Context: an optimization exercise on an open-source flow, tuned for small area, a short achievable clock period and few clock cycles per item. The choices shown serve that exercise and are no tape-out recipe.
Function was checked by simulation only, so behaviour that the tests miss may differ from the original.
Power is estimated from default activity; no workload was simulated.

==> job 9276 <==
==> flow/design.v <==
module irb_rng (
    input  wire         clk,
    input  wire         rst,           
    input  wire         cmd_valid,
    output wire         cmd_ready,
    input  wire [31:0]  cmd_word,
    input  wire [127:0] seed_in,
    input  wire [128:0] a_in,          
    input  wire [128:0] b_in,          
    input  wire [31:0]  cnt_in,
    input  wire [511:0] h_in,
    output reg          res_valid,
    output reg  [3:0]   res_op,
    output reg  [127:0] res_value,
    output wire [31:0]  status
);
    localparam [3:0] OP_NEXT    = 4'h6;
    localparam [3:0] OP_RSTREAM = 4'h7;
    localparam [3:0] OP_RHASH   = 4'h8;
    localparam [3:0] C_OK       = 4'd0;
    localparam [3:0] C_PARAM    = 4'd1;
    localparam [3:0] C_UNSEEDED = 4'd3;
    localparam [3:0] C_ILLEGAL  = 4'd4;
    reg         rdy;
    reg         seeded;
    reg [3:0]   st_code;
    reg         st_depr;
    reg         st_len;      
    reg         st_draw;     
    reg         st_hash;     
    reg         nx_go;       
    reg         is_hash;
    reg [255:0] w;           
    reg [6:0]   p;           
    reg         refill;      
    reg [7:0]   s;           
    reg [7:0]   nb;          
    reg         enforce;
    reg [128:0] a_q;         
    reg [128:0] d_q;         
    reg         bneg;        
    reg [127:0] kx_q;        
    reg [31:0]  cnt_left;
    reg [511:0] h_q;
    reg [9:0]   hcnt;
    reg [128:0] x;           
    reg         v3, l3;
    assign cmd_ready = rdy;
    assign status    = {26'd0, seeded, st_depr, st_code};
    genvar gi;
    wire [3:0]  opc      = cmd_word[31:28];
    wire [10:0] n_imm    = cmd_word[10:0];
    wire dec_seed    = (opc == 4'h5) && (cmd_word[27:0]  == 28'd0);
    wire dec_next    = (opc == 4'h6) && (cmd_word[27:12] == 16'd0);
    wire dec_rstream = (opc == 4'h7) && (cmd_word[27:0]  == 28'd0);
    wire dec_rhash   = (opc == 4'h8) && (cmd_word[27:0]  == 28'd0);
    wire next_bad_n  = (n_imm == 11'd0) || (n_imm > 11'd128);
    wire accept      = cmd_valid && rdy;
    wire [128:0] diff;
    irb_add #(129, 8) u_diff (.a(b_in), .b(~a_in), .ci(1'b1), .s(diff), .co());
    wire         bad  = a_q[128] | bneg | d_q[128];
    wire [63:0] pe_v1;
    wire [63:0] pe_i1;
    wire [31:0] pe_v2;
    wire [63:0] pe_i2;
    wire [15:0] pe_v3;
    wire [47:0] pe_i3;
    wire [7:0] pe_v4;
    wire [31:0] pe_i4;
    wire [3:0] pe_v5;
    wire [19:0] pe_i5;
    wire [1:0] pe_v6;
    wire [11:0] pe_i6;
    wire [0:0] pe_v7;
    wire [6:0] pe_i7;
    generate for (gi = 0; gi < 64; gi = gi + 1) begin : g_pe1
        assign pe_v1[gi] = d_q[2*gi+1] | d_q[2*gi];
        assign pe_i1[gi] = d_q[2*gi+1];
    end endgenerate
    generate for (gi = 0; gi < 32; gi = gi + 1) begin : g_pe2
        assign pe_v2[gi] = pe_v1[2*gi+1] | pe_v1[2*gi];
        assign pe_i2[gi*2 +: 2] = pe_v1[2*gi+1] ? {1'b1, pe_i1[(2*gi+1)*1 +: 1]} : {1'b0, pe_i1[(2*gi)*1 +: 1]};
    end endgenerate
    generate for (gi = 0; gi < 16; gi = gi + 1) begin : g_pe3
        assign pe_v3[gi] = pe_v2[2*gi+1] | pe_v2[2*gi];
        assign pe_i3[gi*3 +: 3] = pe_v2[2*gi+1] ? {1'b1, pe_i2[(2*gi+1)*2 +: 2]} : {1'b0, pe_i2[(2*gi)*2 +: 2]};
    end endgenerate
    generate for (gi = 0; gi < 8; gi = gi + 1) begin : g_pe4
        assign pe_v4[gi] = pe_v3[2*gi+1] | pe_v3[2*gi];
        assign pe_i4[gi*4 +: 4] = pe_v3[2*gi+1] ? {1'b1, pe_i3[(2*gi+1)*3 +: 3]} : {1'b0, pe_i3[(2*gi)*3 +: 3]};
    end endgenerate
    generate for (gi = 0; gi < 4; gi = gi + 1) begin : g_pe5
        assign pe_v5[gi] = pe_v4[2*gi+1] | pe_v4[2*gi];
        assign pe_i5[gi*5 +: 5] = pe_v4[2*gi+1] ? {1'b1, pe_i4[(2*gi+1)*4 +: 4]} : {1'b0, pe_i4[(2*gi)*4 +: 4]};
    end endgenerate
    generate for (gi = 0; gi < 2; gi = gi + 1) begin : g_pe6
        assign pe_v6[gi] = pe_v5[2*gi+1] | pe_v5[2*gi];
        assign pe_i6[gi*6 +: 6] = pe_v5[2*gi+1] ? {1'b1, pe_i5[(2*gi+1)*5 +: 5]} : {1'b0, pe_i5[(2*gi)*5 +: 5]};
    end endgenerate
    generate for (gi = 0; gi < 1; gi = gi + 1) begin : g_pe7
        assign pe_v7[gi] = pe_v6[2*gi+1] | pe_v6[2*gi];
        assign pe_i7[gi*7 +: 7] = pe_v6[2*gi+1] ? {1'b1, pe_i6[(2*gi+1)*6 +: 6]} : {1'b0, pe_i6[(2*gi)*6 +: 6]};
    end endgenerate
    wire [6:0] dtop_i = pe_i7;           
    wire [7:0] dlen   = {1'b0, dtop_i} + 8'd1;
    wire [7:0] p1     = {1'b0, p} + 8'd1;
    wire [127:0] gen;
    generate
        for (gi = 0; gi < 128; gi = gi + 1) begin : g_gen
            wire t1 = (gi + 1 < 128) ? w[129 + gi] : gen[(gi + 1) % 128];
            wire t2 = (gi + 2 < 128) ? w[130 + gi] : gen[(gi + 2) % 128];
            wire t7 = (gi + 7 < 128) ? w[135 + gi] : gen[(gi + 7) % 128];
            assign gen[gi] = w[128 + gi] ^ t1 ^ t2 ^ t7;
        end
    endgenerate
    wire [7:0] u = ~s;
    wire [255:0] rv;
    generate
        for (gi = 0; gi < 256; gi = gi + 1) begin : g_rev
            assign rv[gi] = w[255 - gi];
        end
    endgenerate
    wire [254:0] sh7 = u[7] ? {127'd0, rv[255:128]} : rv[254:0];
    wire [190:0] sh6 = u[6] ? sh7[254:64] : sh7[190:0];
    wire [158:0] sh5 = u[5] ? sh6[190:32] : sh6[158:0];
    wire [142:0] sh4 = u[4] ? sh5[158:16] : sh5[142:0];
    wire [134:0] sh3 = u[3] ? sh4[142:8]  : sh4[134:0];
    wire [130:0] sh2 = u[2] ? sh3[134:4]  : sh3[130:0];
    wire [128:0] sh1 = u[1] ? sh2[130:2]  : sh2[128:0];
    wire [127:0] sh0 = u[0] ? sh1[128:1]  : sh1[127:0];
    reg [127:0] dmask, dtop;
    integer mi;
    always @(*) begin
        for (mi = 0; mi < 128; mi = mi + 1) begin
            dmask[mi] = (mi < nb) & ~rdy;      
            dtop[mi]  = (mi == nb - 1);
        end
    end
    wire [127:0] drawn = sh0 & dmask;
    wire draw = nx_go | st_draw;
    wire         ge;                                  
    wire [127:0] sum0, sum1;
    irb_carry #(129, 8) u_ge (.a(x), .b(~{1'b0, d_q[127:0]}), .co(ge));
    wire [127:0] nd   = ~d_q[127:0];
    irb_add #(128) u_sum0 (.a(x[127:0]), .b(a_q[127:0]), .ci(1'b0), .s(sum0), .co());
    wire [127:0] a_c  = st_hash ? 128'd0 : a_q[127:0];
    wire [127:0] cs_s = x[127:0] ^ kx_q;
    wire [127:0] cs_c = (kx_q & x[127:0]) | (~kx_q & a_c);
    irb_add #(128) u_sum1 (.a(cs_s), .b({cs_c[126:0], 1'b0}), .ci(1'b0), .s(sum1), .co());
    wire [127:0] red  = ge ? sum1 : x[127:0];        
    always @(posedge clk) begin
        res_valid <= 1'b0;
        v3        <= 1'b0;
        nx_go     <= 1'b0;
        if (rst) begin
            rdy     <= 1'b1;
            seeded  <= 1'b0;
            st_code <= C_OK;
            st_depr <= 1'b0;
            refill  <= 1'b0;
            st_len  <= 1'b0;
            st_draw <= 1'b0;
            st_hash <= 1'b0;
        end else begin
            if (rdy) begin
                a_q      <= a_in;
                d_q      <= diff;
                bneg     <= b_in[128];
            end
            if (accept && dec_seed) begin
                w[255:128] <= seed_in;
                p          <= 7'd0;
                refill     <= 1'b1;
            end else if (refill || (draw && s[7])) begin
                w          <= {gen, w[255:128]};
                refill     <= 1'b0;
                if (draw) p <= s[6:0];
            end else if (draw) begin
                p <= s[6:0];
            end
            if (draw)
                s <= {1'b0, s[6:0]} + nb;
            if (accept) begin
                st_depr <= 1'b0;
                if (dec_seed) begin
                    seeded  <= 1'b1;
                    st_code <= C_OK;
                end else if (dec_next) begin
                    if (next_bad_n)
                        st_code <= C_PARAM;
                    else if (!seeded)
                        st_code <= C_UNSEEDED;
                    else begin
                        st_code <= C_OK;
                        s       <= {1'b0, p} + n_imm[7:0];
                        nb      <= n_imm[7:0];
                        enforce <= cmd_word[11];
                        nx_go   <= 1'b1;
                        rdy     <= 1'b0;
                    end
                end else if (dec_rstream || dec_rhash) begin
                    is_hash <= dec_rhash;
                    st_len  <= 1'b1;
                    rdy     <= 1'b0;
                end else begin
                    st_code <= C_ILLEGAL;
                end
            end
            if (st_len) begin
                st_len  <= 1'b0;
                st_depr <= is_hash;
                nb      <= dlen;
                s       <= p1 + {1'b0, dtop_i};
                if (bad) begin
                    st_code <= C_PARAM;
                    rdy     <= 1'b1;
                end else if (!is_hash && !seeded) begin
                    st_code <= C_UNSEEDED;
                    rdy     <= 1'b1;
                end else if (!is_hash && cnt_left == 32'd0) begin
                    st_code <= C_OK;
                    rdy     <= 1'b1;
                end else begin
                    st_code <= C_OK;
                    st_draw <= !is_hash;
                    st_hash <= is_hash;
                end
            end
            if (st_draw) begin
                v3       <= 1'b1;
                l3       <= (cnt_left == 32'd0);
                if (cnt_left == 32'd0)
                    st_draw <= 1'b0;
            end
            if (st_len)
                kx_q <= (is_hash ? 128'd0 : a_q[127:0]) ^ nd;
            if (st_hash) begin
                if (hcnt == 10'd0) begin
                    kx_q    <= a_q[127:0] ^ nd;
                    st_hash <= 1'b0;
                    v3      <= 1'b1;
                    l3      <= 1'b1;
                end
            end
            if (nx_go) begin
                res_valid <= 1'b1;
                res_op    <= OP_NEXT;
                rdy       <= 1'b1;
            end
            if (v3) begin
                res_valid <= 1'b1;
                res_op    <= is_hash ? OP_RHASH : OP_RSTREAM;
                if (l3)
                    rdy <= 1'b1;
            end
        end
    end
    always @(posedge clk) begin
        h_q <= rdy ? h_in : {h_q[510:0], 1'b0};
        cnt_left <= rdy ? cnt_in : cnt_left - 32'd1;
        hcnt     <= st_len ? 10'd510 : hcnt - 10'd1;
        if (st_len | st_hash)
            x <= {red, h_q[511]};
        else
            x <= {1'b0, drawn};
        res_value <= nx_go ? (drawn | (enforce ? dtop : 128'd0)) : (ge ? sum1 : sum0);
    end
endmodule
module irb_add #(parameter N = 128, parameter L = 7) (
    input  wire [N-1:0] a,
    input  wire [N-1:0] b,
    input  wire         ci,
    output wire [N-1:0] s,
    output wire         co
);
    wire [N-1:0] p = a ^ b;
    wire [N-1:0] g [0:L];
    wire [N-1:0] t [0:L];
    assign g[0] = (a & b) | {{(N-1){1'b0}}, p[0] & ci};
    assign t[0] = p;
    genvar k, i;
    generate
        for (k = 0; k < L; k = k + 1) begin : lv
            for (i = 0; i < N; i = i + 1) begin : nd
                if ((i >> k) & 1) begin : c
                    localparam integer J = ((i >> k) << k) - 1;
                    assign g[k+1][i] = g[k][i] | (t[k][i] & g[k][J]);
                    assign t[k+1][i] = t[k][i] & t[k][J];
                end else begin : w
                    assign g[k+1][i] = g[k][i];
                    assign t[k+1][i] = t[k][i];
                end
            end
        end
    endgenerate
    assign s  = p ^ {g[L][N-2:0], ci};
    assign co = g[L][N-1];
endmodule
module irb_carry #(parameter N = 128, parameter L = 7) (
    input  wire [N-1:0] a,
    input  wire [N-1:0] b,
    output wire         co
);
    wire [N-1:0] s;
    irb_add #(N, L) u (.a(a), .b(b), .ci(1'b0), .s(s), .co(co));
endmodule
==> flow/flow/run.sh <==
#!/bin/bash
# The standard layout, with plain buf_1 cells as the port buffers (the
# standard flow picks a delay buffer for them); repair_design and
# repair_timing resize them where the load needs it.
set -euo pipefail
export BUFFER_PORTS_ARGS="-buffer_cell sky130_fd_sc_hd__buf_1"
bash standard.sh finish > standard_flow.log 2>&1
==> flow/standard.sh <==
#!/bin/bash
# synth_recipe.tcl (not shown) runs the flow's synth.tcl, then flattens the netlist and writes it again
# the make line also repeats each setting of config.mk as NAME=value (left out here)
make -C /OpenROAD-flow-scripts/flow DESIGN_CONFIG=/design/flow/config.mk WORK_HOME=/design/flow/orfs CLKGATE_MAP_FILE= SYNTH_SCRIPT=/design/flow/synth_recipe.tcl "${@:-finish}"
==> flow/config.mk <==
export PLATFORM = sky130hd
export DESIGN_NAME = irb_rng
export DESIGN_NICKNAME = irb_rng
export VERILOG_FILES = /design/flow/design.v
export SDC_FILE = /design/flow/constraint.sdc
export NUM_CORES = 4
export LEC_CHECK = 0
export CAP_MARGIN = 20
export CORE_MARGIN = 2
export CORE_UTILIZATION = 50
export SETUP_SLACK_MARGIN = 3
export SLEW_MARGIN = 20
==> flow/constraint.sdc <==
create_clock -name core_clock -period 8.0 [get_ports {clk}]
set_input_delay 1.6000 -clock core_clock [delete_from_list [all_inputs] [get_ports {clk}]]
set_output_delay 1.6000 -clock core_clock [all_outputs]
set_load 0.01 [all_outputs]
==> inputs of job 5556, as changes to job 9276 <==
--- a/flow/design.v
+++ b/flow/design.v
@@ -41,3 +41,2 @@
     reg         bneg;        
-    reg [127:0] kx_q;        
     reg [31:0]  cnt_left;
@@ -134,3 +133,3 @@
         for (mi = 0; mi < 128; mi = mi + 1) begin
-            dmask[mi] = (mi < nb) & ~rdy;      
+            dmask[mi] = (mi < nb);
             dtop[mi]  = (mi == nb - 1);
@@ -143,7 +142,10 @@
     irb_carry #(129, 8) u_ge (.a(x), .b(~{1'b0, d_q[127:0]}), .co(ge));
-    wire [127:0] nd   = ~d_q[127:0];
     irb_add #(128) u_sum0 (.a(x[127:0]), .b(a_q[127:0]), .ci(1'b0), .s(sum0), .co());
-    wire [127:0] a_c  = st_hash ? 128'd0 : a_q[127:0];
-    wire [127:0] cs_s = x[127:0] ^ kx_q;
-    wire [127:0] cs_c = (kx_q & x[127:0]) | (~kx_q & a_c);
+    wire [127:0] a_k  = is_hash ? 128'd0 : a_q[127:0];
+    wire [127:0] nd   = ~d_q[127:0];
+    wire [127:0] k_x  = a_k ^ nd;
+    wire [127:0] k_o  = a_k | nd;
+    wire [127:0] k_a  = a_k & nd;
+    wire [127:0] cs_s = x[127:0] ^ k_x;
+    wire [127:0] cs_c = (x[127:0] & k_o) | k_a;
     irb_add #(128) u_sum1 (.a(cs_s), .b({cs_c[126:0], 1'b0}), .ci(1'b0), .s(sum1), .co());
@@ -168,2 +170,4 @@
                 bneg     <= b_in[128];
+                cnt_left <= cnt_in;
+                h_q      <= h_in;
             end
@@ -213,2 +217,3 @@
                 s       <= p1 + {1'b0, dtop_i};
+                hcnt    <= 10'd511;
                 if (bad) begin
@@ -228,13 +233,14 @@
             end
+            if (st_len || st_hash)
+                h_q <= {h_q[510:0], 1'b0};
             if (st_draw) begin
+                cnt_left <= cnt_left - 32'd1;
                 v3       <= 1'b1;
-                l3       <= (cnt_left == 32'd0);
-                if (cnt_left == 32'd0)
+                l3       <= (cnt_left == 32'd1);
+                if (cnt_left == 32'd1)
                     st_draw <= 1'b0;
             end
-            if (st_len)
-                kx_q <= (is_hash ? 128'd0 : a_q[127:0]) ^ nd;
             if (st_hash) begin
+                hcnt <= hcnt - 10'd1;
                 if (hcnt == 10'd0) begin
-                    kx_q    <= a_q[127:0] ^ nd;
                     st_hash <= 1'b0;
@@ -258,7 +264,6 @@
     always @(posedge clk) begin
-        h_q <= rdy ? h_in : {h_q[510:0], 1'b0};
-        cnt_left <= rdy ? cnt_in : cnt_left - 32'd1;
-        hcnt     <= st_len ? 10'd510 : hcnt - 10'd1;
-        if (st_len | st_hash)
-            x <= {red, h_q[511]};
+        if (st_len)
+            x <= {128'd0, h_q[511]};
+        else if (st_hash)
+            x <= (hcnt == 10'd0) ? {1'b0, red} : {red, h_q[511]};
         else
==> flow/run.sh (new file) <==
#!/bin/bash
# synth_recipe.tcl (not shown) runs the flow's synth.tcl, then flattens the netlist and writes it again
# the make line also repeats each setting of config.mk as NAME=value (left out here)
make -C /OpenROAD-flow-scripts/flow DESIGN_CONFIG=/design/flow/config.mk WORK_HOME=/design/flow/orfs CLKGATE_MAP_FILE= SYNTH_SCRIPT=/design/flow/synth_recipe.tcl finish
Settings changed: CORE_UTILIZATION 50 to 40, SETUP_SLACK_MARGIN 3 to 4.
removed: flow/flow/run.sh
removed: flow/standard.sh
==> inputs of job 3633, as changes to job 9276 <==
--- a/flow/design.v
+++ b/flow/design.v
@@ -41,3 +41,2 @@
     reg         bneg;        
-    reg [127:0] kx_q;        
     reg [31:0]  cnt_left;
@@ -134,3 +133,3 @@
         for (mi = 0; mi < 128; mi = mi + 1) begin
-            dmask[mi] = (mi < nb) & ~rdy;      
+            dmask[mi] = (mi < nb);
             dtop[mi]  = (mi == nb - 1);
@@ -144,8 +143,10 @@
     wire [127:0] nd   = ~d_q[127:0];
-    irb_add #(128) u_sum0 (.a(x[127:0]), .b(a_q[127:0]), .ci(1'b0), .s(sum0), .co());
-    wire [127:0] a_c  = st_hash ? 128'd0 : a_q[127:0];
-    wire [127:0] cs_s = x[127:0] ^ kx_q;
-    wire [127:0] cs_c = (kx_q & x[127:0]) | (~kx_q & a_c);
+    irb_add #(128) u_sum0 (.a(x[127:0]), .b(st_hash ? nd : a_q[127:0]), .ci(1'b0), .s(sum0), .co());
+    wire [127:0] k_x  = a_q[127:0] ^ nd;
+    wire [127:0] k_o  = a_q[127:0] | nd;
+    wire [127:0] k_a  = a_q[127:0] & nd;
+    wire [127:0] cs_s = x[127:0] ^ k_x;
+    wire [127:0] cs_c = (x[127:0] & k_o) | k_a;
     irb_add #(128) u_sum1 (.a(cs_s), .b({cs_c[126:0], 1'b0}), .ci(1'b0), .s(sum1), .co());
-    wire [127:0] red  = ge ? sum1 : x[127:0];        
+    wire [127:0] red  = ge ? sum0 : x[127:0];        
     always @(posedge clk) begin
@@ -234,7 +235,4 @@
             end
-            if (st_len)
-                kx_q <= (is_hash ? 128'd0 : a_q[127:0]) ^ nd;
             if (st_hash) begin
                 if (hcnt == 10'd0) begin
-                    kx_q    <= a_q[127:0] ^ nd;
                     st_hash <= 1'b0;
@@ -262,3 +260,3 @@
         if (st_len | st_hash)
-            x <= {red, h_q[511]};
+            x <= {red & {128{~st_len}}, h_q[511]};
         else
==> flow/run.sh (new file) <==
#!/bin/bash
# synth_recipe.tcl (not shown) runs the flow's synth.tcl, then flattens the netlist and writes it again
# the make line also repeats each setting of config.mk as NAME=value (left out here)
make -C /OpenROAD-flow-scripts/flow DESIGN_CONFIG=/design/flow/config.mk WORK_HOME=/design/flow/orfs CLKGATE_MAP_FILE= SYNTH_SCRIPT=/design/flow/synth_recipe.tcl finish
removed: flow/flow/run.sh
removed: flow/standard.sh
==> inputs of job 9023, as changes to job 9276 <==
--- a/flow/design.v
+++ b/flow/design.v
@@ -41,3 +41,2 @@
     reg         bneg;        
-    reg [127:0] kx_q;        
     reg [31:0]  cnt_left;
@@ -134,3 +133,3 @@
         for (mi = 0; mi < 128; mi = mi + 1) begin
-            dmask[mi] = (mi < nb) & ~rdy;      
+            dmask[mi] = (mi < nb);
             dtop[mi]  = (mi == nb - 1);
@@ -144,8 +143,10 @@
     wire [127:0] nd   = ~d_q[127:0];
-    irb_add #(128) u_sum0 (.a(x[127:0]), .b(a_q[127:0]), .ci(1'b0), .s(sum0), .co());
-    wire [127:0] a_c  = st_hash ? 128'd0 : a_q[127:0];
-    wire [127:0] cs_s = x[127:0] ^ kx_q;
-    wire [127:0] cs_c = (kx_q & x[127:0]) | (~kx_q & a_c);
+    irb_add #(128) u_sum0 (.a(x[127:0]), .b(st_hash ? nd : a_q[127:0]), .ci(1'b0), .s(sum0), .co());
+    wire [127:0] k_x  = a_q[127:0] ^ nd;
+    wire [127:0] k_o  = a_q[127:0] | nd;
+    wire [127:0] k_a  = a_q[127:0] & nd;
+    wire [127:0] cs_s = x[127:0] ^ k_x;
+    wire [127:0] cs_c = (x[127:0] & k_o) | k_a;
     irb_add #(128) u_sum1 (.a(cs_s), .b({cs_c[126:0], 1'b0}), .ci(1'b0), .s(sum1), .co());
-    wire [127:0] red  = ge ? sum1 : x[127:0];        
+    wire [127:0] red  = ge ? sum0 : x[127:0];        
     always @(posedge clk) begin
@@ -234,7 +235,4 @@
             end
-            if (st_len)
-                kx_q <= (is_hash ? 128'd0 : a_q[127:0]) ^ nd;
             if (st_hash) begin
                 if (hcnt == 10'd0) begin
-                    kx_q    <= a_q[127:0] ^ nd;
                     st_hash <= 1'b0;
@@ -262,3 +260,3 @@
         if (st_len | st_hash)
-            x <= {red, h_q[511]};
+            x <= {red & {128{~st_len}}, h_q[511]};
         else
Settings changed: CORE_UTILIZATION 50 to 40.
==> notes <==
Job 3633 ran to the end with no violations. Job 9276 ran to the end with no violations. Job 9023 finished with timing, DRC and antenna clean. Job 5556 finished clean.
Of job 5556 and job 9276, job 5556 has the higher area after synthesis (gap about 1.3%, measured against job 9276).
Of job 3633 and job 9276, job 3633 has the higher worst hold slack (gap 0.0086 ns).
The lowest wire length belongs to job 3633, the highest to job 5556.
Between job 5556 and job 3633, the lower clock power is in job 3633 (gap about 7.5%, measured against job 3633).
Cell area: job 5556 > job 3633 > job 9276 > job 9023.
First-iteration DRC count, lowest first: job 9023, job 3633, job 9276, job 5556.
==> figures <==
item	job 3633	job 9276	job 5556	job 9023
Top pwr grp	registers	registers	combinational logic	registers
Net total in the final layout	12400	12600	14000	12400
Proportion of netlist area held by the largest area contributor	17.8%	20.8%	33.5%	17.8%
Maximum net fanout on the critical path	57	4	6	26
Met3 usage in global routing	8.48%	7.41%	8.38%	6.11%
Met2 routed wirelength	167000 µm	174000 µm	195000 µm	176000 µm
Net switching power	8.40 mW	5.63 mW	10.9 mW	8.70 mW
Clk power	7.32 mW	8.03 mW	7.87 mW	7.89 mW
Cell-internal power	15.6 mW	14.1 mW	18.7 mW	15.4 mW
Timing endpoint of the critical path	res_value[73]	d_q[110]	res_value[122]	res_value[99]
Non-clk invs	911	395	770	911
Number of buffers inserted during clock tree synthesis	156	169	164	161
Run status	timing/DRC/antenna clean	timing/DRC/antenna clean	timing/DRC/antenna clean	timing/DRC/antenna clean
Overall Power	24.1 mW	19.8 mW	29.6 mW	24.1 mW
Testbench counts of job 9276, summed over its fixed seeds: cycles 20,753, items 15,011.
Testbench counts of job 5556, summed over its fixed seeds: cycles 20,753, items 15,011.
Testbench counts of job 3633, summed over its fixed seeds: cycles 20,753, items 15,011.
Testbench counts of job 9023, summed over its fixed seeds: cycles 20,753, items 15,011.

-- afterwards: timing with drivers on the ports --
No port has a modelled driver above. Below, the same layouts with a new extraction and two added sets of constraints.
Step 1 sets driving cells, clkbuf_16 on the clock port and buf_2 on the other inputs (assumed; they add their load-dependent delay and slew).
Step 2 moves the port delays by t, midway between the first and last clock arrival at a register: inputs arrive t later, outputs are due t later. That takes back most of the time a late clock gives input paths.
Slacks: ideal ports / drivers / drivers and shift; pairs: ideal ports / drivers.
| run | t, ns | slack for setup (ns) | hold slack, ns | clock arrival spread, ns | worst register clock-pin slew, ns |
|---|---|---|---|---|---|
| job 9276 | 0.925 | 2.878 / 2.929 / 2.004 | 0.429 / 0.429 / 0.429 | 0.068 / 0.068 | 0.07 / 0.07 |
| job 5556 | 0.939 | 2.696 / 2.696 / 2.241 | 0.474 / 0.474 / 0.474 | 0.070 / 0.070 | 0.07 / 0.07 |
| job 3633 | 0.925 | 2.960 / 2.960 / 2.248 | 0.438 / 0.438 / 0.438 | 0.071 / 0.072 | 0.07 / 0.07 |
| job 9023 | 0.941 | 3.019 / 3.019 / 2.257 | 0.406 / 0.406 / 0.406 | 0.111 / 0.112 | 0.07 / 0.07 |
After both steps every run listed still meets setup and hold. The setup slack of job 9276, which loses most, moves by +0.051 ns with the drivers and by -0.874 ns with both steps.
